This is an optimization exercise on Yosys and OpenROAD, whose aim is small area and a short achievable clock period, not a production implementation.
RTL that was checked went through simulation tests only; none was proved equivalent to the original.
No functional check of the RTL was part of run 7.
Power and IR drop assume default switching activity.

--- design/flow/design.v ---
module rxf_crc32_byte (
    input  wire [31:0] crc_in,
    input  wire [7:0]  data,
    output reg  [31:0] crc_out
);
    integer i;
    always @* begin
        crc_out = crc_in ^ {24'd0, data};
        for (i = 0; i < 8; i = i + 1) begin
            if (crc_out[0])
                crc_out = (crc_out >> 1) ^ 32'hEDB88320;
            else
                crc_out = crc_out >> 1;
        end
    end
endmodule
module intron_rx_framer (
    input  wire         clk,
    input  wire         rst,             
    input  wire         soft_reset,      
    input  wire [47:0]  intron_sess,     
    input  wire         rx_valid,
    input  wire [7:0]   rx_data,
    input  wire         alloc_ok,        
    input  wire         cas_valid,
    input  wire [3:0]   cas_old,
    input  wire [3:0]   cas_new,
    input  wire         activity_clr,    
    input  wire         query_valid,     
    input  wire [7:0]   query_idx,
    input  wire         ap_take,         
    output reg  [3:0]   mode,
    output reg          cas_ok,
    output reg          associated,
    output reg          activity,
    output reg          mac_valid,
    output reg  [47:0]  mac,
    output reg  [7:0]   ap_count,
    output reg          ap_valid,
    output reg  [7:0]   ap_index,
    output reg  [127:0] ap_info,
    output reg          pkt_start,
    output wire [15:0]  pkt_len,
    output reg          pkt_wr,
    output wire [7:0]   pkt_data,
    output reg          pkt_end,
    output reg          pkt_good,
    output reg          evt_valid,
    output reg  [2:0]   evt_code,
    output wire [7:0]   evt_type,
    output wire [15:0]  evt_size
);
    localparam [7:0]  INTRON0 = 8'h55;
    localparam [7:0]  INTRON1 = 8'h4E;
    localparam [3:0] M_WAIT_INIT      = 4'd1;
    localparam [3:0] M_NEED_AP        = 4'd2;
    localparam [3:0] M_CONNECTING_AP  = 4'd3;
    localparam [3:0] M_RUNNING        = 4'd4;
    localparam [31:0] CRC_55 = 32'h36FCB509;
    reg  [3:0]   pos;        
    reg          pay;        
    reg          fixd;       
    reg          strm;       
    reg  [15:0]  cnt;        
    reg  [31:0]  crc;
    reg  [31:0]  rcrc;       
    reg          ka_flag;    
    reg  [7:0]   rtype;
    reg  [7:0]   rvar;
    reg  [119:0] fbuf;       
    reg          lq_valid;
    reg  [7:0]   lq_idx;
    assign pkt_len  = cnt;
    assign evt_size = cnt;
    assign evt_type = rtype;
    assign pkt_data = fbuf[7:0];
    wire        seek, hdr, hend, hp_crc_ok, hp0, hp1, hp_size, hp_sig;
    wire [7:0]  ipos1h;
    wire [3:0]  pos_inc;
    wire        size_zero, plast;
    wire [7:0]  cmp_byte;
    wire [23:0] ck_tab;
    wire        e_fill, e_mac, e_dev, e_cnt, e_link_pkt, e_link_ka;
    wire        e_chk_pay, e_chk_ka, e_oos, e_evt_hdr;
    wire [2:0]  e_code;
    wire        e_pstart, e_strm, e_fix_next, e_pay_next;
    wire        m_is1, m_is23, v_nz;
    wire [3:0]  m_dev;
    rxf_early u_early (
        .pos(pos), .pay(pay), .fixd(fixd), .strm(strm), .cnt(cnt),
        .crc(crc), .rcrc(rcrc), .rtype(rtype), .rvar(rvar),
        .lq_valid(lq_valid), .lq_idx(lq_idx), .mode(mode),
        .seek(seek), .hdr(hdr), .hend(hend), .hp_crc_ok(hp_crc_ok),
        .hp0(hp0), .hp1(hp1), .hp_size(hp_size), .hp_sig(hp_sig),
        .ipos1h(ipos1h), .pos_inc(pos_inc),
        .size_zero(size_zero), .plast(plast),
        .ka_flag(ka_flag),
        .cmp_byte(cmp_byte), .ck_tab(ck_tab),
        .e_fill(e_fill), .e_mac(e_mac), .e_dev(e_dev), .e_cnt(e_cnt),
        .e_link_pkt(e_link_pkt), .e_link_ka(e_link_ka),
        .e_chk_pay(e_chk_pay), .e_chk_ka(e_chk_ka), .e_oos(e_oos),
        .e_evt_hdr(e_evt_hdr), .e_code(e_code),
        .e_pstart(e_pstart), .e_strm(e_strm),
        .e_fix_next(e_fix_next), .e_pay_next(e_pay_next),
        .m_is1(m_is1), .m_is23(m_is23), .v_nz(v_nz), .m_dev(m_dev)
    );
    wire [3:0]  lo0    = {1'b0, cnt[2:0]} + {1'b0, pos[2:0]};
    wire [3:0]  lo1    = {1'b0, cnt[2:0]} + {1'b0, pos[2:0]} + 4'd1;
    wire [12:0] hi_inc = cnt[15:3] + 13'd1;
    wire        hi_max = &cnt[15:3];
    wire [15:0] sk0s = ~lo0[3] ? {cnt[15:3], lo0[2:0]} :
                  hi_max  ? 16'hFFFF : {hi_inc, lo0[2:0]};
    wire [15:0] sk1s = ~lo1[3] ? {cnt[15:3], lo1[2:0]} :
                  hi_max  ? 16'hFFFF : {hi_inc, lo1[2:0]};
    wire [15:0] cnt_dec = cnt - 16'd1;
    wire take = rx_valid & ~soft_reset;
    wire [63:0] intron_all = {intron_sess, INTRON1, INTRON0};
    reg  [7:0]  iexp;
    integer k;
    always @* begin
        iexp = 8'd0;
        for (k = 0; k < 8; k = k + 1)
            iexp = iexp | ({8{ipos1h[k]}} & intron_all[8*k +: 8]);
    end
    wire hit  = (rx_data == iexp);
    wire is55 = (rx_data == INTRON0);
    wire hit1 = hit & ~ipos1h[0];                
    wire byte_ok  = (rx_data == cmp_byte);
    wire [31:0] crc_step = {8'd0, crc[31:8]} ^ rxf_tab(crc[7:0] ^ rx_data);
    function [7:0] tinv;
        input [7:0] a;
        begin
            tinv[0] = a[0] ^ a[1] ^ a[3] ^ a[5] ^ a[7];
            tinv[1] = a[1] ^ a[2] ^ a[4] ^ a[6];
            tinv[2] = a[2] ^ a[3] ^ a[5] ^ a[7];
            tinv[3] = a[3] ^ a[4] ^ a[6];
            tinv[4] = a[4] ^ a[5] ^ a[7];
            tinv[5] = a[5] ^ a[6];
            tinv[6] = a[0] ^ a[1] ^ a[3] ^ a[5] ^ a[6];
            tinv[7] = a[1] ^ a[2] ^ a[4] ^ a[6] ^ a[7];
        end
    endfunction
    function [31:0] rxf_tab;
        input [7:0] i;
        integer k;
        begin
            rxf_tab = {24'd0, i};
            for (k = 0; k < 8; k = k + 1)
                rxf_tab = rxf_tab[0] ? ((rxf_tab >> 1) ^ 32'hEDB88320) : (rxf_tab >> 1);
        end
    endfunction
    wire fill     = take & e_fill & byte_ok;
    wire mac_ld   = take & e_mac & byte_ok;
    wire dev_ok   = take & e_dev & byte_ok;
    wire cnt_ok   = take & e_cnt & byte_ok;
    wire link_ok  = take & (e_link_pkt | e_link_ka) & byte_ok;
    wire       cas_hit = cas_valid & ~soft_reset & (mode == cas_old);
    wire       c_is1   = (cas_new == M_WAIT_INIT);
    wire       c_is23  = (cas_new == M_NEED_AP) | (cas_new == M_CONNECTING_AP);
    wire       is1     = cas_hit ? c_is1  : m_is1;
    wire       is23    = cas_hit ? c_is23 : m_is23;
    wire [3:0] mode_c  = cas_hit ? cas_new : mode;
    wire [3:0] mode_n  = soft_reset              ? M_WAIT_INIT :
                         (dev_ok & is1)          ? m_dev :
                         (link_ok & v_nz & is23) ? M_RUNNING : mode_c;
    wire evt_n = take & (
        (e_oos & hit) |
        e_evt_hdr |
        ((e_chk_ka | e_chk_pay) & ~byte_ok));
    always @(posedge clk) begin
        if (rst | soft_reset) begin
            pos <= 4'd0;
            pay <= 1'b0;
            cnt <= 16'd0;
        end else if (rx_valid) begin
            if (seek) begin
                if (hit)
                    pos <= pos_inc;
                else begin
                    pos <= {3'd0, is55};
                    cnt <= is55 ? sk0s : sk1s;
                end
            end else if (hdr) begin
                pos <= pos_inc;
                if (hp_size)
                    cnt <= {cnt[7:0], rx_data};
                if (hend)
                    pay <= e_pay_next;
            end else begin
                cnt <= cnt_dec;
                if (plast)
                    pay <= 1'b0;
            end
        end
    end
    always @(posedge clk) begin
        if (rx_valid & hend) begin
            fixd <= e_fix_next;
            strm <= e_strm & alloc_ok;
        end
    end
    always @(posedge clk) begin
        if (rx_valid) begin
            if (hp0)    rtype <= rx_data;
            if (hp1)    rvar  <= rx_data;
            if (hp_sig) begin
                case (pos[1:0])
                    2'd0: rcrc[31:24] <= tinv(~rx_data);
                    2'd1: rcrc[23:16] <= ~rx_data ^ ck_tab[23:16];
                    2'd2: rcrc[15:8]  <= ~rx_data ^ ck_tab[15:8];
                    default: rcrc[7:0] <= ~rx_data ^ ck_tab[7:0];
                endcase
                ka_flag <= byte_ok & (ka_flag | (pos[1:0] == 2'd0));
            end
            if (seek)
                crc <= hit1 ? crc_step : CRC_55;
            else if (hp_crc_ok)
                crc <= crc_step;
        end
    end
    always @(posedge clk) begin
        if (rx_valid)
            fbuf <= {fbuf[111:0], rx_data};
    end
    always @(posedge clk) begin
        if (rst) begin
            mode       <= M_WAIT_INIT;
            cas_ok     <= 1'b0;
            associated <= 1'b0;
            activity   <= 1'b0;
            mac_valid  <= 1'b0;
            ap_count   <= 8'd0;
            ap_valid   <= 1'b0;
            lq_valid   <= 1'b0;
            pkt_start  <= 1'b0;
            pkt_wr     <= 1'b0;
            pkt_end    <= 1'b0;
            evt_valid  <= 1'b0;
        end else begin
            mode       <= mode_n;
            cas_ok     <= cas_hit;
            if (soft_reset)
                associated <= 1'b0;
            else if (link_ok)
                associated <= v_nz;
            activity   <= (activity & ~activity_clr) | link_ok;
            if (mac_ld)
                mac_valid <= 1'b1;
            if (cnt_ok)
                ap_count <= rx_data;
            ap_valid   <= fill | (ap_valid & ~ap_take);
            if (query_valid)
                lq_valid <= 1'b1;
            pkt_start  <= take & e_pstart & alloc_ok;
            pkt_wr     <= take & e_strm & pay;
            pkt_end    <= pay & e_strm & (soft_reset | (rx_valid & plast));
            evt_valid  <= evt_n;
        end
    end
    always @(posedge clk) begin
        if (query_valid)
            lq_idx <= query_idx;
        if (mac_ld)
            mac <= {fbuf[39:0], rx_data};
        if (fill) begin
            ap_index <= rvar;
            ap_info  <= {fbuf[119:0], rx_data};
        end
        pkt_good <= ~soft_reset & byte_ok & e_chk_pay;
        evt_code <= e_code;
    end
endmodule
module rxf_early (
    input  wire [3:0]  pos,
    input  wire        pay,
    input  wire        fixd,
    input  wire        strm,
    input  wire [15:0] cnt,
    input  wire [31:0] crc,
    input  wire [31:0] rcrc,
    input  wire [7:0]  rtype,
    input  wire [7:0]  rvar,
    input  wire        lq_valid,
    input  wire [7:0]  lq_idx,
    input  wire [3:0]  mode,
    input  wire        ka_flag,
    output wire        seek,         
    output wire        hdr,          
    output wire        hend,         
    output wire        hp_crc_ok,    
    output wire        hp0,          
    output wire        hp1,          
    output wire        hp_size,      
    output wire        hp_sig,       
    output wire [7:0]  ipos1h,       
    output wire [3:0]  pos_inc,
    output wire        size_zero,
    output wire        plast,        
    output wire [7:0]  cmp_byte,     
    output wire [23:0] ck_tab,       
    output wire        e_fill,       
    output wire        e_mac,        
    output wire        e_dev,        
    output wire        e_cnt,        
    output wire        e_link_pkt,   
    output wire        e_link_ka,    
    output wire        e_chk_pay,    
    output wire        e_chk_ka,     
    output wire        e_oos,        
    output wire        e_evt_hdr,    
    output wire [2:0]  e_code,       
    output wire        e_pstart,     
    output wire        e_strm,       
    output wire        e_fix_next,
    output wire        e_pay_next,
    output wire        m_is1,        
    output wire        m_is23,       
    output wire        v_nz,         
    output wire [3:0]  m_dev         
);
    localparam [7:0] T_DEVICE_INFO   = 8'h00;
    localparam [7:0] T_PACKET        = 8'h02;
    localparam [7:0] T_SCAN_AP_COUNT = 8'h06;
    localparam [7:0] T_SCAN_AP_INFO  = 8'h07;
    localparam [7:0] T_INVALID       = 8'h08;
    localparam [7:0] SUPPORTED_VERSION = 8'h0B;
    localparam [2:0] E_CRC_MISMATCH   = 3'd1;
    localparam [2:0] E_OUT_OF_SYNC    = 3'd2;
    localparam [2:0] E_LENGTH_ERROR   = 3'd3;
    localparam [2:0] E_UNKNOWN_TYPE   = 3'd4;
    localparam [2:0] E_PROTOCOL_ERROR = 3'd5;
    assign seek = ~pay & ~pos[3];
    assign hdr  = ~pay &  pos[3];
    assign hend = hdr & (pos[2:0] == 3'd7);
    assign hp_crc_ok = pay | (hdr & ~pos[2]);
    assign hp0     = hdr & (pos[2:0] == 3'd0);
    assign hp1     = hdr & (pos[2:0] == 3'd1);
    assign hp_size = hdr & (pos[2:1] == 2'b01);
    assign hp_sig  = hdr & pos[2];
    genvar g;
    generate
        for (g = 0; g < 8; g = g + 1) begin : g_ipos
            assign ipos1h[g] = (pos[2:0] == g);
        end
    endgenerate
    assign pos_inc = pos + 4'd1;
    assign size_zero = (cnt == 16'd0);
    assign plast     = (cnt == 16'd1);
    function [31:0] rxf_tab;
        input [7:0] i;
        integer k;
        begin
            rxf_tab = {24'd0, i};
            for (k = 0; k < 8; k = k + 1)
                rxf_tab = rxf_tab[0] ? ((rxf_tab >> 1) ^ 32'hEDB88320) : (rxf_tab >> 1);
        end
    endfunction
    wire [31:0] tab_i = rxf_tab(rcrc[31:24]);
    assign ck_tab = tab_i[23:0];
    wire ck_rest = (crc[31:8] == rcrc[23:0]);
    reg [7:0] ka_byte;
    always @* begin
        case (pos[1:0])
            2'd0: ka_byte = ~crc[31:24];
            2'd1: ka_byte = ~crc[23:16];
            2'd2: ka_byte = ~crc[15:8];
            default: ka_byte = ~crc[7:0];
        endcase
    end
    assign cmp_byte = pay ? (rcrc[31:24] ^ crc[7:0]) : ka_byte;
    wire t_dev  = (rtype == T_DEVICE_INFO);
    wire t_pkt  = (rtype == T_PACKET);
    wire t_cnt  = (rtype == T_SCAN_AP_COUNT);
    wire t_info = (rtype == T_SCAN_AP_INFO);
    wire t_inv  = (rtype == T_INVALID);
    wire t_fix  = t_dev | t_cnt | t_info;
    wire len_ok = (t_dev  & (cnt == 16'd6)) |
                  (t_cnt  & (cnt == 16'd1)) |
                  (t_info & (cnt == 16'd16));
    wire ver_ok = (rvar == SUPPORTED_VERSION);
    assign v_nz = (rvar != 8'd0);
    wire fix_last = pay & fixd & plast;
    wire pkt_last = pay & strm & plast;
    wire ka_end   = hend & t_pkt & size_zero;
    assign e_fill     = fix_last & ck_rest & t_info & lq_valid & (rvar == lq_idx);
    assign e_mac      = fix_last & ck_rest & t_dev & ver_ok;
    assign e_dev      = fix_last & ck_rest & t_dev;
    assign e_cnt      = fix_last & ck_rest & t_cnt;
    assign e_link_pkt = pkt_last & ck_rest;
    assign e_link_ka  = ka_end & ka_flag;
    assign e_chk_pay = pay & (fixd | strm) & plast & ck_rest;
    assign e_chk_ka  = ka_end & ka_flag;
    assign e_oos     = seek & (pos[2:0] == 3'd7) & ~size_zero;
    assign e_evt_hdr = (hend & (t_inv | (t_fix & ~len_ok) | ~(t_pkt | t_fix))) |
                       (ka_end & ~ka_flag) |
                       (pay & (fixd | strm) & plast & ~ck_rest);
    assign e_code = seek  ? E_OUT_OF_SYNC :
                    ~hend ? E_CRC_MISMATCH :
                    t_inv ? E_PROTOCOL_ERROR :
                    t_pkt ? E_CRC_MISMATCH :
                    t_fix ? E_LENGTH_ERROR : E_UNKNOWN_TYPE;
    assign e_pstart   = hend & t_pkt & ~size_zero;
    assign e_strm     = pay ? strm : t_pkt;
    assign e_fix_next = t_fix & len_ok;
    assign e_pay_next = ~size_zero;
    assign m_is1  = (mode == 4'd1);
    assign m_is23 = (mode == 4'd2) | (mode == 4'd3);
    assign m_dev  = ver_ok ? 4'd2 : 4'd6;
endmodule
--- design/flow/flow/run.sh ---
#!/bin/bash
# Standard layout, with the smallest buffer on every port.
set -euo pipefail
bash standard.sh "BUFFER_PORTS_ARGS=-buffer_cell sky130_fd_sc_hd__buf_1" finish > standard.log 2>&1
--- design/flow/standard.sh ---
#!/bin/bash
# synth_recipe.tcl (not shown) runs the flow's synth.tcl, then flattens the netlist and writes it again
# the make line also repeats each setting of config.mk as NAME=value (left out here)
make -C /OpenROAD-flow-scripts/flow DESIGN_CONFIG=/design/flow/config.mk WORK_HOME=/design/flow/orfs CLKGATE_MAP_FILE= SYNTH_SCRIPT=/design/flow/synth_recipe.tcl "${@:-finish}"
--- design/flow/config.mk ---
export PLATFORM = sky130hd
export DESIGN_NAME = intron_rx_framer
export DESIGN_NICKNAME = intron_rx_framer
export VERILOG_FILES = /design/flow/design.v
export SDC_FILE = /design/flow/constraint.sdc
export NUM_CORES = 4
export LEC_CHECK = 0
export ABC_AREA = 1
export CAP_MARGIN = 20
export CORE_MARGIN = 2
export CORE_UTILIZATION = 50
export CTS_BUF_LIST = sky130_fd_sc_hd__clkbuf_16
export CTS_CLUSTER_DIAMETER = 100
export CTS_CLUSTER_SIZE = 30
export PLACE_DENSITY = 0.65
export SETUP_SLACK_MARGIN = 5
export SLEW_MARGIN = 20
export SYNTH_HIERARCHICAL = 1
export SYNTH_MINIMUM_KEEP_SIZE = 0
export TNS_END_PERCENT = 30
--- design/flow/constraint.sdc ---
create_clock -name core_clock -period 8.0 [get_ports {clk}]
set_input_delay 1.6000 -clock core_clock [delete_from_list [all_inputs] [get_ports {clk}]]
set_output_delay 1.6000 -clock core_clock [all_outputs]
set_load 0.01 [all_outputs]
==> results of run 1 <==
cells in the mapped netlist, types with 5 or more instances:
master | number | share of area
o21ai_0 | 54 | 0.014
a211oi_1 | 7 | 0.0027
o211ai_1 | 5 | 0.0020
o22ai_1 | 11 | 0.0036
clkbuf_1 | 7 | 0.0014
buf_4 | 39 | 0.015
nor3_1 | 16 | 0.0042
nand4_1 | 23 | 0.0075
nor2_2 | 5 | 0.0016
nor2_1 | 186 | 0.036
xor2_1 | 72 | 0.033
nand2_1 | 325 | 0.063
buf_2 | 14 | 0.0036
edfxtp_1 | 395 | 0.62
a21oi_1 | 28 | 0.0073
xnor2_1 | 75 | 0.034
xor2_2 | 5 | 0.0042
ha_1 | 16 | 0.010
xnor2_4 | 7 | 0.010
dfxtp_1 | 47 | 0.049
inv_1 | 165 | 0.032
nor4_1 | 5 | 0.0016
buf_6 | 7 | 0.0041
a22oi_1 | 6 | 0.0023
nand3_1 | 65 | 0.017
repair_timing:
item / in CTS / in global routing
resized for setup: 71 / 44
gates cloned: 6 / 7
pin swaps: 5 / 8
endpoints found under the setup margin: 354 / 261
hold buffers: 0 / 0
buffers inserted: 25 / 13
modules after synthesis, one instance, submodules excluded:
module / cell area, µm² / copies in the design / cells inside / flip-flops and latches
intron_rx_framer: 17400 / 1 / 1283 / 442
rxf_early: 1890 / 1 / 354 / 0
metrics by stage:
step                       util  instances  power [mW]  setup slack (ns)  hold slack (ns)
after global placement    0.551       2431        2.87              3.36            0.403
after detailed placement  0.552       2433        2.88              3.28            0.406
final                     0.592       2512        3.99              4.92            0.429
after floorplan               -       1638        2.79              3.24            0.400
after CTS                 0.581       2492        4.01              4.91            0.431
after global routing      0.592       2512        4.12              4.86            0.441
cell families (layout without fill, tap and decap cells):
kind of cell / Yosys count / in the layout / share of synthesized area
other: 2 / 3 / 0.000390
and+or+nand+nor: 648 / 650 / 0.141
buffers and inverters: 241 / 602 / 0.0590
DFF: 442 / 442 / 0.665
adders and majority gates: 17 / 17 / 0.0114
AOI/OAI and AO/OA: 124 / 124 / 0.0375
xor gates and xnor gates: 163 / 163 / 0.0851
registers in the layout, indices dropped and copies added (netlist names), 3 cells and up:
register	flops
rtype	8
rvar	8
evt_code	3
ap_count	8
ap_index	8
ap_info	128
fbuf	120
crc	32
rcrc	32
cnt	16
mac	48
pos	4
mode	4
lq_idx	8
cell type report:
type	instances	area, µm²
Fill cell	3120	15400
Sequential cell	442	12800
Multi-Input combinational cell	957	5550
Timing Repair Buffer	403	2130
Inverter	171	678
Tap cell	511	639
Clock buffer	19	475
Clock inverter	9	61.3
critical path, cell delays in order:
cell and delay, ns:
buf_1 0.10, buf_12 0.13, buf_4 0.14, buf_4 0.17, xnor2_4 0.28, xnor2_4 0.18
buf_4 0.17, xnor2_1 0.32, xor2_1 0.22, nor2_1 0.07
per-layer routing:
layer	vias up	share of wire	routed length [µm]
li1	6152	-	-
met1	6133	0.42	20500
met2	557	0.47	22800
met3	78	0.084	4080
met4	0	0.031	1500
met5	-	0	0
where the power goes:
group	total (mW)	internal, mW	leakage [nW]	switching (mW)
Combinational	0.259	0.102	3.94	0.156
Clock	1.14	0.448	0.282	0.687
Sequential	2.59	2.56	4.02	0.0325
Total	3.99	3.11	8.24	0.876
worst paths after layout:
check                           cells past startpoint            to       start  slack, ns
worst min-delay path                                0  ap_info[122]   fbuf[114]       0.43
worst max register to register                     17   ap_info[85]      pos[0]       5.12
worst max-delay path                               10        crc[5]  rx_data[7]       4.92
worst min register to register                      0  ap_info[122]   fbuf[114]       0.43
==> results.yml, run 1 <==
power:
  p_per_area_nw_per_um2: 178
  p_leak_nw: 8.24
  ir_drop_uv: 114
detailed_routing:
  drc: 0
  vias: 12900
  vias_per_cell: 5.14
  drt_iter0_markers: 1008
  avgRoutedWirePerCell_um: 19.5
  wirelength_um: 48900
  first_pass_iters: 6
  ant_nets: 0
placed_design:
  gp_congestion: 0.875
  hpwlAfterDp_um: 33100
  io_buffers: 337
  postPlaceCellArea_um2: 20800
yosys:
  yosys_warnings: 8
  synthArstFlopShare: 0
  ys.flop_type: "edfxtp_1"
  ys_seq_elements: 442
  synth_cells: 1637
  synth_edf_count: 395
  ys_types: 52
  avgSynthCellArea_um2: 11.8
  syn-cell-area_um2: 19200
  yosysSeqAreaShare: 0.665
critical_path:
  cp_data_required_time_ns: 8.31
  end_kind: "flop"
  crit_fanout: 6
  critPathKind: "in -> reg"
  critPathLaunchType: "input pin"
  critPathArrivalTime_ns: 3.39
clocking:
  numCtsBuffers: 19
  cts_buffer_depth: 3
  clk_latency_ns: 0.54
  cts_root_buffer: "clkbuf_16"
  h-tree-depth: 1
  cts_tree: "done"
  cts.clk_slew.worst_paths_ns: 0.12
  cts.sinks: 442
global_routing:
  grt_busiest_layer: "met2"
  use_met2: 0.380
  grtUsageMet3: 0.0443
  grt-ovfl-total: 0
  track_usage: 0.236
  grt_max_degree: 71
  antenna_found_initial: 0
  grt_pass1_wl_um: 72300
  use_met1: 0.327
  grt_pass1_vias: 12200
floorplanning:
  dieHeight_um: 200
  die_area_um2: 40100
  die_w_um: 200
  ios: 338
  coreArea_um2: 37800
  initial_core_util: 0.510
  row_count: 71
flow_run:
  cap_violations: 0
hold_path:
  hold_path_class: "reg -> reg"
sta:
  slew_violations: 0
  tightest_slew_ns: 0.941
  clock_skew_ns: 0.0216
  tns_ns: 0
  maxSlewHeadroom: 0.371
  setup-violations-final: 0
  fmax_ghz: 0.324
  finalCritPeriodShare: 0.386
  rsz0062_at_grt: "true"
  hold_viol_final: 0
  post-route-min-period_ns: 3.08
cells_and_area:
  drive_gt1_frac: 0.0900
  syn_to_final_growth_pct: 16.1
  layout_common_cells: "edfxtp_1 (395), buf_1 (334), nand2_1 (322)"
  num_antenna_cells: 0
  fin_nets: 2092
  layout_commonest_cell: "edfxtp_1"
  final_cell_area_um2: 22300
outcome:
  outcome: "no timing/DRC/antenna violations"
==> run 2: changes to the inputs <==
--- a/design/flow/config.mk
+++ b/design/flow/config.mk
@@ -12,5 +12,5 @@
 export CTS_BUF_LIST = sky130_fd_sc_hd__clkbuf_16
 export CTS_CLUSTER_DIAMETER = 100
-export CTS_CLUSTER_SIZE = 30
+export CTS_CLUSTER_SIZE = 26
 export PLACE_DENSITY = 0.65
 export SETUP_SLACK_MARGIN = 5
@@ -18,3 +18,2 @@
 export SYNTH_HIERARCHICAL = 1
 export SYNTH_MINIMUM_KEEP_SIZE = 0
-export TNS_END_PERCENT = 30
==> run 2 against run 1 <==
Final area is 1.3% higher. Clock skew down 0.0056 ns. Wire length increased by 0.27%. Via count increased by 0.76%. Register-to-register slack worse by 0.06 ns. Global-route usage fell by 0.18 points. Worst hold slack got worse by 0.00076 ns. Total power rose by 1.6%. Synthesized cell count unchanged. Combinational power is 4% higher. Critical path depth rose by 2. Sequential share of layout area fell by 0.70 points. Critical path type unchanged. Critical endpoint is now ap_info[10].
==> results.yml, run 2 <==
cells_and_area:
  fin_nets: 2101
  register_area_um2: 12800
  multi_input_area_um2: 5590
  top_register: "ap_info"
  drive_gt1_frac: 0.103
  final_cell_area_um2: 22600
  layout_commonest_cell: "edfxtp_1"
  top_regs: "ap_info (128), fbuf (120), mac (48)"
  largest_reg_flops: 128
  num_antenna_cells: 0
  syn_to_final_growth_pct: 17.6
  n_fill_cell: 3114
  layout_common_cells: "edfxtp_1 (395), buf_1 (328), nand2_1 (320)"
  instances_no_fill: 2522
  fin_util: 0.599
clocking:
  cts.sinks: 442
  cts_buffer_depth: 3
  numCtsBuffers: 21
  cts.clk_slew.worst_paths_ns: 0.09
  cts_tree: "done"
  clk_latency_ns: 0.54
  h-tree-depth: 1
  cts_root_buffer: "clkbuf_16"
  cts-hold-fix-buffers: 0
yosys:
  synth_top_area_share: 0.616
  synthArstFlopShare: 0
  ys.flop_type: "edfxtp_1"
  avgSynthCellArea_um2: 11.8
  yosysTopAreaCell: "edfxtp_1"
  syn-cell-area_um2: 19200
  ys_seq_elements: 442
  yosys_warnings: 8
  synth_area_leaders: "edfxtp_1 (62%), nand2_1 (6.3%), dfxtp_1 (4.9%)"
  synth_top_cells_by_count: "edfxtp_1 (395), nand2_1 (325), nor2_1 (186)"
  yosysSeqAreaShare: 0.665
  ys_types: 52
  synth_cells: 1637
  synth_most_common_cell: "edfxtp_1"
  synth_edf_count: 395
sta:
  setup-violations-final: 0
  fmax_ghz: 0.330
  slew_violations: 0
  finalCritPeriodShare: 0.378
  post-route-min-period_ns: 3.03
  clock_skew_ns: 0.0161
  tns_ns: 0
  rsz0062_at_grt: "true"
  maxSlewHeadroom: 0.337
  tightest_slew_ns: 0.992
  hold_viol_final: 0
detailed_routing:
  vias: 13000
  avgRoutedWirePerCell_um: 19.4
  wirelength_um: 49000
  routedLengthMet1_um: 21000
  ant_nets: 0
  drt_iter0_markers: 1179
  vias_per_cell: 5.16
  first_pass_iters: 6
  dr_wl_met2_um: 23000
  wl_met3_um: 3840
  drc: 0
  highest_layer: "met4"
global_routing:
  grt-ovfl-total: 0
  grt_pass1_wl_um: 72400
  track_usage: 0.234
  grt_max_degree: 74
  grt_pass1_vias: 12100
  antenna_found_initial: 0
critical_path:
  rr_worst_depth: 18
  timing.rr.end: "ap_info[10]"
  regToRegSetupSlack_ns: 5.06
  critPathArrivalTime_ns: 3.29
  cp_data_required_time_ns: 8.27
  timing.rr.start: "pos[0]"
  path_cells: "buf_6 -> buf_12 -> inv_8 -> or2_4 -> nand4_1 -> nor2_4 -> nand3_4 -> inv_4 -> nand2_4 -> clkinvlp_4 -> clkbuf_16 -> clkbuf_16"
  critPathLaunchType: "input pin"
  crit_top_cell: "clkbuf_16"
  critPathBufInv: 7
  critPathTopFamily: "buffers and inverters"
  end_kind: "flop"
  slowest_delay_ns: 0.23
  critPathKind: "in -> reg"
  crit_fanout: 5
  cp_slowest_cell: "nor2_4"
placed_design:
  io_buffers: 337
  hpwlAfterDp_um: 33300
  gp_congestion: 0.881
  dp.cells: 2430
  postPlaceCellArea_um2: 20900
hold_path:
  holdPathStages: 0
  min_to: "ap_info[125]"
  hold_path_class: "reg -> reg"
  hp-start: "fbuf[117]"
floorplanning:
  dieHeight_um: 200
  ios: 338
  coreArea_um2: 37800
  initial_core_util: 0.510
  die_area_um2: 40100
  row_count: 71
  die_w_um: 200
power:
  intPower_mw: 3.17
  p_per_area_nw_per_um2: 179
  power.total_mw: 4.05
  power_frac_clock: 0.293
  ir_drop_uv: 127
  p_sw_mw: 0.873
  pwr-share-comb: 0.067
  p_leak_nw: 8.38
  switching_share: 0.216
  seq_power_share: 0.640
flow_run:
  cap_violations: 0
outcome:
  outcome: "no timing/DRC/antenna violations"
## run 2: cell counts after synthesis
No cell type changed its count.
## run 2: routing by layer
metal | vias up | global-route usage
met4 | 0 | 0.0546
met3 | 67 | 0.0386
li1 | 6183 | -
met5 | - | 0
met1 | 6249 | 0.329
met2 | 519 | 0.385
## run 2: kinds of logic (layout without fill, tap and decap cells)
| kind of cell | count (synthesis) | in the layout | share of synthesized area |
|---|---|---|---|
| buffers and inverters | 241 | 614 | 0.0590 |
| other | 2 | 3 | 0.000390 |
| adder cells (fa/ha/maj) | 17 | 17 | 0.0114 |
| AND/OR/NAND/NOR | 648 | 648 | 0.141 |
| AO/OA/AOI/OAI | 124 | 124 | 0.0375 |
| XOR/XNOR | 163 | 163 | 0.0851 |
| flip-flops | 442 | 442 | 0.665 |
## run 2: how the worst max path moves through the flow
stage,from,to,slack [ns],cells past startpoint
CTS,rx_data[5],cnt[5],5.00,14
global placement,rx_data[0],ap_info[103],3.51,10
global route,pos[1],ap_info[83],4.92,15
finish,rx_data[2],ap_info[10],4.97,12
detailed placement,rx_data[0],ap_info[115],3.44,10
floorplan,rx_data[2],ap_index[0],3.26,9
## run 2: timing repair
action / in CTS / in global routing
buffers inserted: 23 / 20
hold endpoints to repair: 0 / 0
gates cloned: 4 / 14
pin swaps: 4 / 10
gates resized for setup: 69 / 67
setup endpoints to repair: 344 / 219
## run 2: worst register-to-register path, delay by kind of cell (launching register included)
kind / cells / cell delay (ns)
flip-flops: 1 / 0.40
buffers and inverters: 7 / 0.95
AO/OA/AOI/OAI: 4 / 0.41
adder cells (fa/ha/maj): 1 / 0.17
AND/OR/NAND/NOR: 6 / 0.74
## run 2: layout make-up
| class | instances | share of cell area |
|---|---|---|
| inverter | 171 | 0.0306 |
| sequential | 442 | 0.566 |
| clock inverter | 9 | 0.00216 |
| multi-input combinational | 955 | 0.247 |
| tap | 511 | 0.0283 |
| timing repair buffer | 411 | 0.101 |
| timing repair inverter | 1 | 0.000332 |
| clock buffer | 22 | 0.0243 |
## run 2: power groups by stage
stage | Clock (mW) | Combinational (mW) | Sequential, mW
global placement | 0 | 0.231 | 2.64
global route | 1.30 | 0.295 | 2.60
detailed placement | 0 | 0.234 | 2.65
floorplan | 0 | 0.168 | 2.63
finish | 1.19 | 0.270 | 2.59
CTS | 1.22 | 0.251 | 2.59
## run 2: metrics by stage
step | setup WS [ns] | hold slack (ns)
2_1_floorplan | 3.26 | 0.400
4_1_cts | 5.00 | 0.429
6_report | 4.97 | 0.428
3_3_place_gp | 3.51 | 0.403
3_5_place_dp | 3.44 | 0.407
5_1_grt | 4.92 | 0.437
## run 2: Yosys stat by module, one instance, submodules excluded
module            area, µm²  flip-flops and latches  cells inside  copies in the design
intron_rx_framer      17400                     442          1283                     1
rxf_early              1890                       0           354                     1
==> run 3: changes to the inputs <==
--- a/design/flow/config.mk
+++ b/design/flow/config.mk
@@ -12,5 +12,6 @@
 export CTS_BUF_LIST = sky130_fd_sc_hd__clkbuf_16
 export CTS_CLUSTER_DIAMETER = 100
-export CTS_CLUSTER_SIZE = 26
+export CTS_CLUSTER_SIZE = 30
+export GPL_ROUTABILITY_DRIVEN = 0
 export PLACE_DENSITY = 0.65
 export SETUP_SLACK_MARGIN = 5
==> run 3 against run 2 <==
First-iteration DRC count grew 5.6%. Synthesized cell count stayed put. Flip-flop and latch count stayed put. Final area down 1.1%. Combinational power about the same. Wire length decreased by 2.1%. Non-clock buffer count is 13 lower. Die area did not move. Total power rose by 0.26%. Critical path depth fell by 2. Critical endpoint is now crc[18]. Highest routed layer unchanged.
==> results.yml, run 3 <==
power:
  seq_power_share: 0.639
  ir_drop_uv: 129
  switching_share: 0.220
  p_per_area_nw_per_um2: 181
  intPower_mw: 3.17
  power_frac_clock: 0.295
  pwr-share-comb: 0.066
  p_sw_mw: 0.891
  p_leak_nw: 8.23
sta:
  whs_ns: 0.430
  setup-violations-final: 0
  tightest_slew_ns: 0.956
  tns_ns: 0
  slew_violations: 0
  hold_viol_final: 0
  maxSlewHeadroom: 0.361
  rsz0062_at_grt: "true"
  fmax_ghz: 0.338
  post-route-min-period_ns: 2.96
  clock_skew_ns: 0.0258
  finalCritPeriodShare: 0.370
global_routing:
  grt-ovfl-total: 0
  grt_max_degree: 66
  grt_pass1_vias: 12400
  grt_pass1_wl_um: 72300
  track_usage: 0.234
  antenna_found_initial: 0
critical_path:
  cp_data_required_time_ns: 8.29
  critPathArrivalTime_ns: 3.25
  critPathKind: "in -> reg"
  end_kind: "flop"
  crit_fanout: 5
  critPathLaunchType: "input pin"
detailed_routing:
  vias_per_cell: 5.18
  drt_iter0_markers: 1245
  vias: 13000
  wirelength_um: 48000
  drc: 0
  ant_nets: 0
  avgRoutedWirePerCell_um: 19.1
  first_pass_iters: 7
outcome:
  outcome: "no timing/DRC/antenna violations"
yosys:
  ys_seq_elements: 442
  synthArstFlopShare: 0
  avgSynthCellArea_um2: 11.8
  synth_top_cells_by_count: "edfxtp_1 (395), nand2_1 (325), nor2_1 (186)"
  synth_top_area_share: 0.616
  synth_edf_count: 395
  syn-cell-area_um2: 19200
  ys.flop_type: "edfxtp_1"
  synth_cells: 1637
  ys_types: 52
  synth_most_common_cell: "edfxtp_1"
  synth_area_leaders: "edfxtp_1 (62%), nand2_1 (6.3%), dfxtp_1 (4.9%)"
  yosysSeqAreaShare: 0.665
  yosysTopAreaCell: "edfxtp_1"
  yosys_warnings: 8
placed_design:
  hpwlAfterDp_um: 33300
  io_buffers: 337
  postPlaceCellArea_um2: 20900
cells_and_area:
  fin_nets: 2088
  top_register: "ap_info"
  top_regs: "ap_info (128), fbuf (120), mac (48)"
  register_area_um2: 12800
  multi_input_area_um2: 5630
  largest_reg_flops: 128
  layout_common_cells: "edfxtp_1 (395), buf_1 (335), nand2_1 (321)"
  num_antenna_cells: 0
  drive_gt1_frac: 0.0955
  syn_to_final_growth_pct: 16.2
  layout_commonest_cell: "edfxtp_1"
  final_cell_area_um2: 22400
  n_fill_cell: 3132
floorplanning:
  initial_core_util: 0.510
  die_area_um2: 40100
  ios: 338
  dieHeight_um: 200
  die_w_um: 200
  coreArea_um2: 37800
  row_count: 71
clocking:
  numCtsBuffers: 20
  cts_buffer_depth: 3
  cts_tree: "done"
  cts-hold-fix-buffers: 0
  cts.sinks: 442
  cts.clk_slew.worst_paths_ns: 0.10
  cts_root_buffer: "clkbuf_16"
  h-tree-depth: 1
  clk_latency_ns: 0.54
hold_path:
  hold_path_class: "reg -> reg"
flow_run:
  cap_violations: 0
-- run 3: area by class of cell --
| class | count | share of cell area |
|---|---|---|
| clock buffers | 21 | 0.0235 |
| clock inverters | 10 | 0.00442 |
| inverters | 171 | 0.0305 |
| multi-input cells | 957 | 0.252 |
| flip-flops and latches | 442 | 0.573 |
| well taps | 511 | 0.0286 |
| repair buffers | 398 | 0.0885 |
-- run 3: through the flow --
step,power (mW),utilization,cells,setup slack (ns)
2_1_floorplan,2.80,-,1638,3.26
3_3_place_gp,2.87,0.553,2434,3.29
3_5_place_dp,2.88,0.554,2434,3.21
4_1_cts,4.08,0.584,2493,5.01
5_1_grt,4.20,0.592,2510,4.96
6_report,4.06,0.592,2510,5.04
-- run 3: worst paths after layout --
check	from	to	slack, ns	depth (start not counted)
max	rx_data[0]	crc[18]	5.04	10
min	fbuf[115]	ap_info[123]	0.43	0
max reg2reg	pos[0]	ap_info[109]	5.05	18
min reg2reg	fbuf[115]	ap_info[123]	0.43	0
-- run 3: cells by family after synthesis --
| logic type | share of synthesized area |
|---|---|
| other | 0.000390 |
| AO/OA/AOI/OAI | 0.0375 |
| adder cells (fa/ha/maj) | 0.0114 |
| buffers and inverters | 0.0590 |
| AND/OR/NAND/NOR | 0.141 |
| flip-flops | 0.665 |
| XOR/XNOR | 0.0851 |
-- run 3: repair_timing --
action	CTS	global route
pin swaps	5	11
cloned	3	3
endpoints found under the setup margin	306	269
gates resized for setup	71	43
setup buffers	25	14
-- run 3: worst max-delay path, stage by stage --
cell and delay, ns:
buf_1 0.10, buf_12 0.14, buf_4 0.16, xnor2_4 0.34, xor2_4 0.16, buf_12 0.16
buf_4 0.13, xnor2_1 0.19, xor2_1 0.19, nand2_1 0.07
-- run 3: power groups by stage --
stage,registers (mW),logic [mW],clock network [mW]
2_1_floorplan,2.63,0.168,0
4_1_cts,2.59,0.249,1.23
3_5_place_dp,2.65,0.233,0
3_3_place_gp,2.64,0.230,0
6_report,2.59,0.268,1.20
5_1_grt,2.60,0.293,1.31
-- run 3: routing by layer --
layer / part of all wire / global-route usage / routed length (µm) / vias to the layer above
met5: 0 / 0 / 0 / -
met4: 0.031 / 0.0730 / 1500 / 0
met3: 0.081 / 0.0364 / 3890 / 74
met2: 0.47 / 0.381 / 22500 / 622
met1: 0.42 / 0.325 / 20100 / 6154
li1: - / - / - / 6142
-- run 3: modules after synthesis (local to each module, per instance) --
module / cells / flip-flops and latches
intron_rx_framer: 1283 / 442
rxf_early: 354 / 0
==> run 4: changes to the inputs <==
--- a/design/flow/config.mk
+++ b/design/flow/config.mk
@@ -13,5 +13,4 @@
 export CTS_CLUSTER_DIAMETER = 100
 export CTS_CLUSTER_SIZE = 30
-export GPL_ROUTABILITY_DRIVEN = 0
 export PLACE_DENSITY = 0.65
 export SETUP_SLACK_MARGIN = 5
==> run 4 against run 3 <==
Critical path type is now reg -> out. Die area did not move. Register-to-register slack improved by 0.10 ns. Fmax fell by 0.37%. First-iteration DRC count fell by 5.4%. Synthesized cell count did not move. Sequential power barely moved. Clock-buffer cell count fell by 2. Critical endpoint is now evt_size[7].
==> results.yml, run 4 <==
yosys:
  synthSimpleGateAreaFrac: 0.141
  synth_fa_ha_area_frac: 0.0114
  yosysSeqAreaShare: 0.665
  synth.area.mux_share: 0
  ys_seq_elements: 442
  synth_most_common_cell: "edfxtp_1"
  yosys_warnings: 8
  syn-cell-area_um2: 19200
  synth_cells: 1637
  synth_top_area_share: 0.616
  synth_edf_count: 395
  ys_types: 52
  synth_area_leaders: "edfxtp_1 (62%), nand2_1 (6.3%), dfxtp_1 (4.9%)"
  yosysTopAreaCell: "edfxtp_1"
  synth_compound_area_frac: 0.0375
  ys.flop_type: "edfxtp_1"
  synth-xor-area-share: 0.0851
  avgSynthCellArea_um2: 11.8
  synthArstFlopShare: 0
  synth_top_cells_by_count: "edfxtp_1 (395), nand2_1 (325), nor2_1 (186)"
  synth_top_family_by_area: "simple AND/OR/NAND/NOR gates"
flow_run:
  cap_violations: 0
sta:
  hold_viol_final: 0
  slew_violations: 0
  setup-violations-final: 0
  tightest_slew_ns: 0.966
  clock_skew_ns: 0.0151
  maxSlewHeadroom: 0.354
  finalCritPeriodShare: 0.371
  post-route-min-period_ns: 2.97
  tns_ns: 0
  whs_ns: 0.430
  rsz0062_at_grt: "false"
  fmax_ghz: 0.337
detailed_routing:
  vias_per_cell: 5.19
  drt_iter0_markers: 1178
  ant_nets: 0
  drc: 0
  vias: 13000
  first_pass_iters: 5
  avgRoutedWirePerCell_um: 19.5
  wirelength_um: 48900
cells_and_area:
  final_cell_area_um2: 22300
  drive_gt1_frac: 0.0907
  fin_nets: 2088
  top_regs: "ap_info (128), fbuf (120), mac (48)"
  layout_commonest_cell: "edfxtp_1"
  instances_no_fill: 2508
  syn_to_final_growth_pct: 16.0
  largest_reg_flops: 128
  multi_input_area_um2: 5570
  layout_common_cells: "edfxtp_1 (395), buf_1 (333), nand2_1 (322)"
  register_area_um2: 12800
  n_fill_cell: 3153
  top_register: "ap_info"
critical_path:
  critPathLaunchType: "flop"
  rr_worst_depth: 17
  cp_data_required_time_ns: 6.40
  path_cells: "buf_1"
  slowest_delay_ns: 0.63
  critPathTopFamily: "flip-flops"
  end_kind: "output pin"
  crit_fanout: 9
  critPathBufInv: 1
  timing.rr.end: "ap_info[69]"
  timing.rr.start: "pos[0]"
  critPathKind: "reg -> out"
  regToRegSetupSlack_ns: 5.15
  cp_slowest_cell: "dfxtp_1"
  critPathArrivalTime_ns: 1.37
floorplanning:
  die_area_um2: 40100
  dieHeight_um: 200
  initial_core_util: 0.510
  row_count: 71
  ios: 338
  coreArea_um2: 37800
  die_w_um: 200
clocking:
  cts_tree: "done"
  numCtsBuffers: 19
  h-tree-depth: 1
  clk_latency_ns: 0.54
  cts_root_buffer: "clkbuf_16"
  cts_buffer_depth: 3
  cts.clk_slew.worst_paths_ns: 0.10
  cts.sinks: 442
  cts-hold-fix-buffers: 0
power:
  p_leak_nw: 8.22
  p_per_area_nw_per_um2: 178
  switching_share: 0.218
  power.total_mw: 3.98
  power_frac_clock: 0.283
  seq_power_share: 0.651
  p_sw_mw: 0.867
  intPower_mw: 3.11
  ir_drop_uv: 119
  pwr-share-comb: 0.066
placed_design:
  dp.cells: 2430
  io_buffers: 337
  hpwlAfterDp_um: 33300
  postPlaceCellArea_um2: 20900
  gp_congestion: 0.881
global_routing:
  grt-ovfl-total: 0
  antenna_found_initial: 1
  grt_pass1_wl_um: 72500
  grt_max_degree: 74
  grt_pass1_vias: 12200
  track_usage: 0.235
hold_path:
  hp-start: "fbuf[117]"
  holdPathStages: 0
  min_to: "ap_info[125]"
  hold_path_class: "reg -> reg"
outcome:
  outcome: "no timing/DRC/antenna violations"
## run 4: cell counts after synthesis
No cell type changed its count.
## run 4: routing by layer
| layer | track usage | vias up | part of all wire |
|---|---|---|---|
| met3 | 0.0386 | 73 | 0.077 |
| li1 | - | 6145 | - |
| met4 | 0.0522 | 0 | 0.020 |
| met2 | 0.386 | 540 | 0.47 |
| met5 | 0 | - | 0 |
| met1 | 0.331 | 6248 | 0.43 |
## run 4: how the worst max path moves through the flow
stage                          start           end  cells after the start
final                         cnt[7]   evt_size[7]                      1
after detailed placement  rx_data[0]  ap_info[115]                     10
after floorplan           rx_data[2]   ap_index[0]                      9
after global placement    rx_data[0]  ap_info[103]                     10
after CTS                 rx_data[7]   ap_info[29]                     11
after global routing      rx_data[7]   ap_info[13]                     12
## run 4: logic make-up after synthesis
kind of cell / after synthesis
compound gates: 124
xor+xnor: 163
fa+ha+maj: 17
buf+inv: 241
flops: 442
other cells: 2
simple gates: 648
## run 4: cell type report
type,instances,share of cell area
Inverter,171,0.0304
Tap cell,511,0.0286
Clock inverter,8,0.00303
Sequential cell,442,0.574
Multi-Input combinational cell,956,0.250
Timing Repair Buffer,399,0.0927
Timing Repair inverter,1,0.000336
Antenna cell,1,0.000112
Clock buffer,19,0.0213
## run 4: what timing repair did
item	CTS	global route
buffers inserted	23	15
gates resized for setup	70	34
pin swaps	4	8
cloned	4	8
setup endpoints to repair	362	229
## run 4: per-stage QoR
step	util	setup WS (ns)
4_1_cts	0.581	5.01
3_3_place_gp	0.553	3.51
3_5_place_dp	0.553	3.44
5_1_grt	0.591	4.99
6_report	0.591	5.03
2_1_floorplan	-	3.26
## run 4: power by group through the flow
stage | Combinational, mW | Clock (mW) | Sequential (mW)
floorplan | 0.168 | 0 | 2.63
global placement | 0.231 | 0 | 2.64
detailed placement | 0.234 | 0 | 2.65
CTS | 0.251 | 1.15 | 2.59
global route | 0.288 | 1.23 | 2.60
finish | 0.263 | 1.12 | 2.59
## run 4: modules after synthesis, one instance, submodules excluded
module,times used,flip-flops and latches
intron_rx_framer,1,442
rxf_early,1,0
==> run 5: changes to the inputs <==
--- a/design/flow/config.mk
+++ b/design/flow/config.mk
@@ -9,5 +9,5 @@
 export CAP_MARGIN = 20
 export CORE_MARGIN = 2
-export CORE_UTILIZATION = 50
+export CORE_UTILIZATION = 40
 export CTS_BUF_LIST = sky130_fd_sc_hd__clkbuf_16
 export CTS_CLUSTER_DIAMETER = 100
==> run 5 against run 4 <==
Worst hold slack lost 0.00094 ns. Final cell count up 4.3%. Core utilization fell by 12 points. Register-to-register slack lost 0.07 ns. Largest cell class unchanged. Largest power group unchanged.
==> results.yml, run 5 <==
placed_design:
  gp_congestion: 0.894
  dp.cells: 2539
  postPlaceCellArea_um2: 21000
  io_buffers: 337
  hpwlAfterDp_um: 35700
critical_path:
  end_kind: "flop"
  critPathLaunchType: "input pin"
  cp_data_required_time_ns: 8.27
  critPathArrivalTime_ns: 3.27
  crit_fanout: 7
  rr_worst_depth: 18
  critPathKind: "in -> reg"
yosys:
  avgSynthCellArea_um2: 11.8
  synth_edf_count: 395
  yosys_warnings: 8
  ys.flop_type: "edfxtp_1"
  synthArstFlopShare: 0
  synth_most_common_cell: "edfxtp_1"
  ys_types: 52
  yosysTopAreaCell: "edfxtp_1"
  synth_top_area_share: 0.616
  yosysSeqAreaShare: 0.665
  ys_seq_elements: 442
  synth_area_leaders: "edfxtp_1 (62%), nand2_1 (6.3%), dfxtp_1 (4.9%)"
  synth_top_cells_by_count: "edfxtp_1 (395), nand2_1 (325), nor2_1 (186)"
  synth_cells: 1637
  syn-cell-area_um2: 19200
detailed_routing:
  vias: 13100
  first_pass_iters: 5
  drt_iter0_markers: 1038
  drc: 0
  wirelength_um: 51500
  avgRoutedWirePerCell_um: 19.7
  vias_per_cell: 5.01
  ant_nets: 0
hold_path:
  holdPathStages: 0
  hold_path_class: "reg -> reg"
sta:
  fmax_ghz: 0.333
  whs_ns: 0.429
  tns_ns: 0
  setup-violations-final: 0
  tightest_slew_ns: 1.09
  clock_skew_ns: 0.0257
  rsz0062_at_grt: "true"
  hold_viol_final: 0
  finalCritPeriodShare: 0.376
  slew_violations: 0
  maxSlewHeadroom: 0.276
  post-route-min-period_ns: 3.01
global_routing:
  antenna_found_initial: 3
  track_usage: 0.200
  grt_max_degree: 66
  grt_pass1_wl_um: 75500
  grt_pass1_vias: 12400
  grt-ovfl-total: 0
power:
  pwr-share-comb: 0.065
  intPower_mw: 3.11
  p_leak_nw: 8.22
  p_sw_mw: 0.896
  p_per_area_nw_per_um2: 178
  ir_drop_uv: 115
  seq_power_share: 0.647
  power.total_mw: 4.01
  power_frac_clock: 0.288
  switching_share: 0.223
floorplanning:
  row_count: 80
  dieHeight_um: 223
  initial_core_util: 0.404
  coreArea_um2: 47600
  ios: 338
  die_area_um2: 49900
  die_w_um: 223
flow_run:
  cap_violations: 0
cells_and_area:
  num_antenna_cells: 0
  syn_to_final_growth_pct: 17.1
  layout_common_cells: "edfxtp_1 (395), buf_1 (333), nand2_1 (322)"
  final_cell_area_um2: 22500
  layout_commonest_cell: "edfxtp_1"
  top_register: "ap_info"
  largest_reg_flops: 128
  drive_gt1_frac: 0.0990
  top_regs: "ap_info (128), fbuf (120), mac (48)"
  instances_no_fill: 2616
  fin_nets: 2091
outcome:
  outcome: "no timing/DRC/antenna violations"
clocking:
  cts.clk_slew.worst_paths_ns: 0.10
  h-tree-depth: 1
  numCtsBuffers: 19
  clk_latency_ns: 0.55
  cts-hold-fix-buffers: 0
  cts_tree: "done"
  cts_root_buffer: "clkbuf_16"
  cts.sinks: 442
  cts_buffer_depth: 3
run 5: layout make-up:
type	count	area (µm²)
Fill cell	4377	25100
Sequential cell	442	12800
Multi-Input combinational cell	956	5640
Timing Repair Buffer	399	2040
Tap cell	615	769
Inverter	171	688
Clock buffer	19	475
Clock inverter	10	66.3
Timing Repair inverter	4	30.0
run 5: final timing paths:
kind	start	endpoint	slack, ns
worst min-delay path	fbuf[117]	ap_info[125]	0.43
worst max-delay path	rx_data[2]	ap_info[23]	4.99
worst max register to register	pos[0]	ap_info[23]	5.08
worst min register to register	fbuf[117]	ap_info[125]	0.43
run 5: metal layers:
layer,track usage,routed length [µm]
met1,0.275,22000
met2,0.338,24600
met3,0.0325,4120
met4,0.0368,758
met5,0,23
run 5: timing repair:
item	CTS	global route
gates cloned	4	5
setup endpoints to repair	324	241
pin swaps	6	16
buffers inserted	27	12
resized for setup	75	60
run 5: power by group through the flow:
| stage | Combinational [mW] | Clock, mW | Sequential (mW) |
|---|---|---|---|
| floorplan | 0.168 | 0 | 2.63 |
| global placement | 0.230 | 0 | 2.65 |
| detailed placement | 0.234 | 0 | 2.65 |
| CTS | 0.251 | 1.19 | 2.60 |
| global route | 0.285 | 1.27 | 2.60 |
| finish | 0.260 | 1.15 | 2.60 |
run 5: critical path, cell delays in order:
cell and delay [ns]:
buf_2 0.12, buf_12 0.13, inv_4 0.06, or2_4 0.10, nand4_1 0.14, nor2_4 0.22
nand3_4 0.14, clkinv_4 0.09, nand2_8 0.06, clkinvlp_4 0.19, buf_6 0.15, buf_6 0.12
clkbuf_16 0.14
run 5: modules after synthesis, one instance, submodules excluded:
| module | cells | copies in the design | flip-flops and latches | cell area, µm² |
|---|---|---|---|---|
| rxf_early | 354 | 1 | 0 | 1890 |
| intron_rx_framer | 1283 | 1 | 442 | 17400 |
run 5: cells by family (layout without fill, tap and decap cells):
logic type,Yosys count,count (layout),share of synthesized area
simple gates,648,649,0.141
xor+xnor,163,163,0.0851
compound gates,124,124,0.0375
fa+ha+maj,17,17,0.0114
other cells,2,3,0.000390
buf+inv,241,603,0.0590
flops,442,442,0.665
run 5: stage by stage:
step | worst slack (ns) | util
detailed placement | 3.12 | 0.441
CTS | 4.95 | 0.464
global placement | 3.20 | 0.441
global route | 4.95 | 0.473
floorplan | 3.26 | -
finish | 4.99 | 0.473
==> run 6: changes to the inputs <==
--- a/design/flow/config.mk
+++ b/design/flow/config.mk
@@ -9,9 +9,9 @@
 export CAP_MARGIN = 20
 export CORE_MARGIN = 2
-export CORE_UTILIZATION = 40
+export CORE_UTILIZATION = 50
 export CTS_BUF_LIST = sky130_fd_sc_hd__clkbuf_16
 export CTS_CLUSTER_DIAMETER = 100
 export CTS_CLUSTER_SIZE = 30
-export PLACE_DENSITY = 0.65
+export PLACE_DENSITY = 0.6
 export SETUP_SLACK_MARGIN = 5
 export SLEW_MARGIN = 20
==> run 6 against run 5 <==
Combinational power grew 4%. Core utilization increased by 12 points. Final area fell by 0.36%. Non-clock buffer count grew 8. First-iteration DRC count is 7.3% lower. Critical path depth down 4. Critical path type unchanged. Largest power group unchanged. Highest routed layer is now met4.
==> results.yml, run 6 <==
outcome:
  outcome: "no timing/DRC/antenna violations"
cells_and_area:
  syn_to_final_growth_pct: 16.6
  num_antenna_cells: 0
  largest_reg_flops: 128
  top_regs: "ap_info (128), fbuf (120), mac (48)"
  fin_util: 0.595
  layout_commonest_cell: "edfxtp_1"
  drive_gt1_frac: 0.0981
  n_fill_cell: 3130
  top_register: "ap_info"
  layout_common_cells: "edfxtp_1 (395), buf_1 (335), nand2_1 (321)"
  fin_nets: 2097
yosys:
  yosys_warnings: 8
  synth_edf_count: 395
  synth_top_cells_by_count: "edfxtp_1 (395), nand2_1 (325), nor2_1 (186)"
  synth_cells: 1637
  syn-cell-area_um2: 19200
  ys_types: 52
  yosysSeqAreaShare: 0.665
  synth_area_leaders: "edfxtp_1 (62%), nand2_1 (6.3%), dfxtp_1 (4.9%)"
  avgSynthCellArea_um2: 11.8
  synth_top_area_share: 0.616
  ys_seq_elements: 442
  yosysTopAreaCell: "edfxtp_1"
  synthArstFlopShare: 0
  synth_most_common_cell: "edfxtp_1"
  ys.flop_type: "edfxtp_1"
critical_path:
  slowest_delay_ns: 0.30
  critPathKind: "in -> reg"
  crit_top_cell: "xnor2_4"
  cp_data_required_time_ns: 8.29
  path_cells: "buf_1 -> buf_12 -> buf_4 -> xnor2_4 -> xnor2_4 -> xor2_4 -> xnor2_1 -> xor2_1 -> nand2_1"
  end_kind: "flop"
  critPathArrivalTime_ns: 3.21
  critPathBufInv: 3
  cp_slowest_cell: "xnor2_4"
  crit_fanout: 5
  critPathLaunchType: "input pin"
  critPathTopFamily: "XOR/XNOR gates"
sta:
  maxSlewHeadroom: 0.319
  post-route-min-period_ns: 2.92
  finalCritPeriodShare: 0.365
  hold_viol_final: 0
  clock_skew_ns: 0.0301
  tns_ns: 0
  rsz0062_at_grt: "true"
  setup-violations-final: 0
  slew_violations: 0
  tightest_slew_ns: 1.02
  fmax_ghz: 0.342
detailed_routing:
  vias: 12900
  wirelength_um: 48600
  avgRoutedWirePerCell_um: 19.3
  vias_per_cell: 5.13
  first_pass_iters: 5
  drc: 0
  ant_nets: 0
  drt_iter0_markers: 962
power:
  p_per_area_nw_per_um2: 181
  p_leak_nw: 8.29
  ir_drop_uv: 144
floorplanning:
  ios: 338
  dieHeight_um: 200
  row_count: 71
  initial_core_util: 0.510
  die_w_um: 200
  coreArea_um2: 37800
  die_area_um2: 40100
global_routing:
  grt_pass1_wl_um: 71400
  grt_max_degree: 67
  track_usage: 0.233
  antenna_found_initial: 0
  grt-ovfl-total: 0
  grt_pass1_vias: 12000
clocking:
  cts.sinks: 442
  cts_buffer_depth: 3
  cts-hold-fix-buffers: 0
  cts.clk_slew.worst_paths_ns: 0.10
  numCtsBuffers: 20
  clk_latency_ns: 0.55
  cts_root_buffer: "clkbuf_16"
  h-tree-depth: 1
  cts_tree: "done"
placed_design:
  io_buffers: 337
  gp_congestion: 0.930
  hpwlAfterDp_um: 33800
flow_run:
  cap_violations: 0
hold_path:
  hold_path_class: "reg -> reg"
==> run 6: cell counts after synthesis <==
Identical to the previous run, type by type.
==> run 6: power breakdown <==
group,total (mW),leakage [nW],internal [mW],switching (mW)
combinational,0.270,3.95,0.110,0.160
clock,1.21,0.321,0.501,0.706
sequential,2.59,4.02,2.56,0.0327
total,4.07,8.29,3.17,0.899
==> run 6: final cells by class <==
class	instances	area, µm²	area share
multi-input combinational	956	5580	0.249
tap	511	639	0.0285
clock inverter	10	92.6	0.00412
inverter	171	669	0.0298
clock buffer	21	526	0.0234
sequential	442	12800	0.571
timing repair buffer	407	2120	0.0942
timing repair inverter	1	7.51	0.000334
==> run 6: modules after synthesis, one instance, submodules excluded <==
module	cell area, µm²	times used	flip-flops and latches	cells inside
intron_rx_framer	17400	1	442	1283
rxf_early	1890	1	0	354
==> run 6: stage by stage <==
stage / instances / setup slack, ns / total power [mW] / area (µm²) / hold slack (ns)
final: 2519 / 5.08 / 4.07 / 22500 / 0.428
after global routing: 2519 / 4.98 / 4.19 / 22500 / 0.442
after CTS: 2497 / 5.01 / 4.09 / 22100 / 0.427
after detailed placement: 2432 / 2.95 / 2.88 / 20900 / 0.405
after global placement: 2431 / 3.00 / 2.88 / 20900 / 0.401
after floorplan: 1638 / 3.26 / 2.80 / 19400 / 0.400
==> run 6: cell families after synthesis <==
group	share of synthesized area
AOI/OAI and AO/OA	0.0375
xor gates and xnor gates	0.0851
adders and majority gates	0.0114
buffers and inverters	0.0590
DFF	0.665
other	0.000390
and+or+nand+nor	0.141
==> run 6: timing repair <==
| item | CTS | global route |
|---|---|---|
| pin swaps | 6 | 12 |
| setup endpoints to repair | 339 | 262 |
| resized for setup | 65 | 41 |
| setup buffers | 31 | 16 |
| cloned | 3 | 6 |
==> run 6: final timing paths <==
| path | startpoint | end | slack (ns) | cells past startpoint |
|---|---|---|---|---|
| setup reg to reg | pos[0] | ap_info[64] | 5.16 | 17 |
| setup / recovery | rx_data[2] | crc[18] | 5.08 | 9 |
| hold / removal | fbuf[119] | ap_info[127] | 0.43 | 0 |
| hold reg to reg | fbuf[119] | ap_info[127] | 0.43 | 0 |
==> run 6: layer usage <==
layer | wire length (µm) | vias to the layer above | track usage
li1 | - | 6164 | -
met1 | 20800 | 6190 | 0.326
met2 | 23200 | 509 | 0.387
met3 | 3500 | 66 | 0.0327
met4 | 1110 | 0 | 0.0562
met5 | 0 | - | 0
==> run 7: changes to the inputs <==
--- a/design/flow/design.v
+++ b/design/flow/design.v
@@ -80,5 +80,4 @@
     wire        size_zero, plast;
     wire [7:0]  cmp_byte;
-    wire [23:0] ck_tab;
     wire        e_fill, e_mac, e_dev, e_cnt, e_link_pkt, e_link_ka;
     wire        e_chk_pay, e_chk_ka, e_oos, e_evt_hdr;
@@ -96,5 +95,5 @@
         .size_zero(size_zero), .plast(plast),
         .ka_flag(ka_flag),
-        .cmp_byte(cmp_byte), .ck_tab(ck_tab),
+        .cmp_byte(cmp_byte),
         .e_fill(e_fill), .e_mac(e_mac), .e_dev(e_dev), .e_cnt(e_cnt),
         .e_link_pkt(e_link_pkt), .e_link_ka(e_link_ka),
@@ -200,4 +199,6 @@
         end
     end
+    wire [31:0] tab_i  = rxf_tab(rcrc[31:24]);
+    wire [23:0] ck_tab = tab_i[23:0];
     always @(posedge clk) begin
         if (rx_valid) begin
@@ -298,5 +299,4 @@
     output wire        plast,        
     output wire [7:0]  cmp_byte,     
-    output wire [23:0] ck_tab,       
     output wire        e_fill,       
     output wire        e_mac,        
@@ -356,6 +356,4 @@
         end
     endfunction
-    wire [31:0] tab_i = rxf_tab(rcrc[31:24]);
-    assign ck_tab = tab_i[23:0];
     wire ck_rest = (crc[31:8] == rcrc[23:0]);
     reg [7:0] ka_byte;
--- a/design/flow/config.mk
+++ b/design/flow/config.mk
@@ -13,5 +13,5 @@
 export CTS_CLUSTER_DIAMETER = 100
 export CTS_CLUSTER_SIZE = 30
-export PLACE_DENSITY = 0.6
+export PLACE_DENSITY = 0.65
 export SETUP_SLACK_MARGIN = 5
 export SLEW_MARGIN = 20
==> run 7 against run 6 <==
Sequential power about the same. Fmax fell by 2.4%. Synthesized cell count decreased by 2.1%. Critical path type unchanged.
==> results.yml, run 7 <==
outcome:
  outcome: "no timing/DRC/antenna violations"
cells_and_area:
  n_fill_cell: 3092
  fin_nets: 2051
  top_register: "ap_info"
  num_antenna_cells: 0
  syn_to_final_growth_pct: 15.9
  largest_reg_flops: 128
  drive_gt1_frac: 0.0902
  top_regs: "ap_info (128), fbuf (120), mac (48)"
  layout_common_cells: "edfxtp_1 (395), buf_1 (334), nand2_1 (305)"
  fin_util: 0.588
  layout_commonest_cell: "edfxtp_1"
detailed_routing:
  ant_nets: 0
  highest_layer: "met4"
  drt_iter0_markers: 877
  routedLengthMet1_um: 19300
  dr_wl_met2_um: 22200
  drc: 0
  first_pass_iters: 5
  wl_met3_um: 3810
  vias_per_cell: 5.11
  wirelength_um: 46600
  avgRoutedWirePerCell_um: 18.8
  vias: 12600
yosys:
  synth_top_cells_by_count: "edfxtp_1 (395), nand2_1 (311), nor2_1 (170)"
  synth_fa_ha_area_frac: 0.0115
  ys_seq_elements: 442
  synth_area_leaders: "edfxtp_1 (62%), nand2_1 (6.1%), dfxtp_1 (4.9%)"
  synthArstFlopShare: 0
  synth_edf_count: 395
  yosysTopAreaCell: "edfxtp_1"
  synth_top_family_by_area: "simple AND/OR/NAND/NOR gates"
  syn-cell-area_um2: 19100
  synth_top_area_share: 0.622
  synth_compound_area_frac: 0.0365
  avgSynthCellArea_um2: 11.9
  ys.flop_type: "edfxtp_1"
  synth.area.mux_share: 0
  synth_most_common_cell: "edfxtp_1"
  ys_types: 44
  synth-xor-area-share: 0.0911
  synthSimpleGateAreaFrac: 0.134
  yosys_warnings: 8
  yosysSeqAreaShare: 0.671
  synth_cells: 1603
flow_run:
  cap_violations: 0
placed_design:
  gp_congestion: 0.912
  hpwlAfterDp_um: 32000
  place_ws_ns: 3.41
  io_buffers: 337
sta:
  slew_violations: 0
  tightest_slew_ns: 0.953
  post-route-min-period_ns: 3.00
  finalCritPeriodShare: 0.375
  setup-violations-final: 0
  setup_slack_ns: 5.00
  rsz0062_at_grt: "true"
  tns_ns: 0
  fmax_ghz: 0.334
  hold_viol_final: 0
  clock_skew_ns: 0.0417
  maxSlewHeadroom: 0.363
global_routing:
  antenna_found_initial: 0
  grt-ovfl-total: 0
  grt_pass1_wl_um: 68200
  track_usage: 0.226
  grt_max_degree: 69
  grt_pass1_vias: 11900
critical_path:
  regToRegSetupSlack_ns: 5.11
  cp_slowest_cell: "buf_12"
  rr_worst_depth: 14
  critPathArrivalTime_ns: 3.20
  timing.rr.start: "pos[1]"
  critPathBufInv: 6
  startpoint: "rx_data[1]"
  crit_fanout: 49
  critPathTopFamily: "buffers and inverters"
  cp_data_required_time_ns: 8.20
  slowest_delay_ns: 0.30
  cp_num_cells: 11
  path_cells: "buf_1 -> buf_6 -> inv_6 -> nand2_1 -> nand4_1 -> nor3_2 -> buf_4 -> nand3_2 -> buf_4 -> nor2_4 -> buf_12"
  critPathKind: "in -> reg"
  end_kind: "flop"
  crit_top_cell: "buf_4"
  critPathLaunchType: "input pin"
floorplanning:
  die_w_um: 199
  die_area_um2: 39700
  row_count: 71
  dieHeight_um: 199
  initial_core_util: 0.508
  ios: 338
  coreArea_um2: 37600
power:
  pwr-share-comb: 0.063
  power_frac_clock: 0.285
  p_leak_nw: 8.12
  p_per_area_nw_per_um2: 180
  seq_power_share: 0.652
  switching_share: 0.218
  intPower_mw: 3.11
  ir_drop_uv: 133
  p_sw_mw: 0.867
clocking:
  cts.clk_slew.worst_paths_ns: 0.10
  cts_root_buffer: "clkbuf_16"
  cts-hold-fix-buffers: 0
  clk_latency_ns: 0.56
  h-tree-depth: 1
  cts_buffer_depth: 3
  cts_tree: "done"
  numCtsBuffers: 19
  cts.sinks: 442
hold_path:
  hold_path_class: "reg -> reg"
  hp-start: "fbuf[114]"
  holdPathStages: 0
-- run 7: changes by cell type after synthesis, moves of 4 or more --
cell / change
a21oi_1: +6
buf_4: -5
clkbuf_1: +7
inv_1: -13
nand2_1: -14
nand3_1: -4
nand4_1: -11
nor2_1: -16
nor3_1: +8
xnor2_1: -8
xor2_1: +25
-- run 7: power groups by stage --
stage               registers, mW  clock network [mW]  logic, mW
floorplan                    2.63                   0      0.165
global route                 2.60                1.23      0.276
detailed placement           2.65                   0      0.229
CTS                          2.59                1.16      0.238
global placement             2.64                   0      0.225
finish                       2.59                1.13      0.251
-- run 7: worst paths after layout --
check                       to
setup / recovery       mac[26]
hold / removal    ap_info[122]
setup reg to reg       mac[26]
hold reg to reg   ap_info[122]
-- run 7: routing by layer --
| metal | global-route usage | vias up |
|---|---|---|
| met5 | 0 | - |
| met4 | 0.0561 | 0 |
| met3 | 0.0331 | 87 |
| met2 | 0.385 | 567 |
| met1 | 0.306 | 5970 |
| li1 | - | 6024 |
-- run 7: worst register-to-register path, delay by kind of cell, from the launching register on --
family | cells | cell delay, ns
AO/OA/AOI/OAI | 3 | 0.36
adder cells (fa/ha/maj) | 1 | 0.21
AND/OR/NAND/NOR | 5 | 0.67
flip-flops | 1 | 0.41
buffers and inverters | 5 | 0.84
-- run 7: per-stage QoR --
stage	cell area, µm²	total power [mW]	hold slack (ns)	cells
after floorplan	19200	2.80	0.400	1604
after global routing	22100	4.11	0.440	2473
final	22100	3.98	0.428	2473
after CTS	21600	3.99	0.430	2447
after global placement	20700	2.87	0.402	2401
after detailed placement	20700	2.87	0.405	2401
-- run 7: cells by family after synthesis --
logic type / after synthesis
AO/OA/AOI/OAI: 124
adder cells (fa/ha/maj): 17
AND/OR/NAND/NOR: 612
flip-flops: 442
XOR/XNOR: 177
buffers and inverters: 229
other: 2
-- run 7: final cells by class --
type | instances | area, µm² | area share
Clock inverter | 11 | 76.3 | 0.00345
Clock buffer | 19 | 475 | 0.0215
Inverter | 160 | 621 | 0.0281
Sequential cell | 442 | 12800 | 0.580
Multi-Input combinational cell | 936 | 5510 | 0.249
Tap cell | 511 | 639 | 0.0289
Timing Repair Buffer | 390 | 1930 | 0.0874
Timing Repair inverter | 4 | 30.0 | 0.00136
-- run 7: timing repair --
item                       4_1_cts  5_1_grt
cloned                           4        9
pin swaps                        3        8
buffers inserted                12       17
resized for setup               44       63
setup endpoints to repair      310      273
-- run 7: per-module statistics from Yosys, one instance, submodules excluded --
module            cells inside  cell area (µm²)  flops+latches
intron_rx_framer          1306            17600            442
rxf_early                  297             1490              0

Setup slack of run 7, layout unchanged: 5.004 ns with ideal ports, 5.016 ns with driving cells assumed (clock clkbuf_16, inputs buf_2), 4.444 ns with port delays also shifted by the 0.587 ns mid clock arrival.
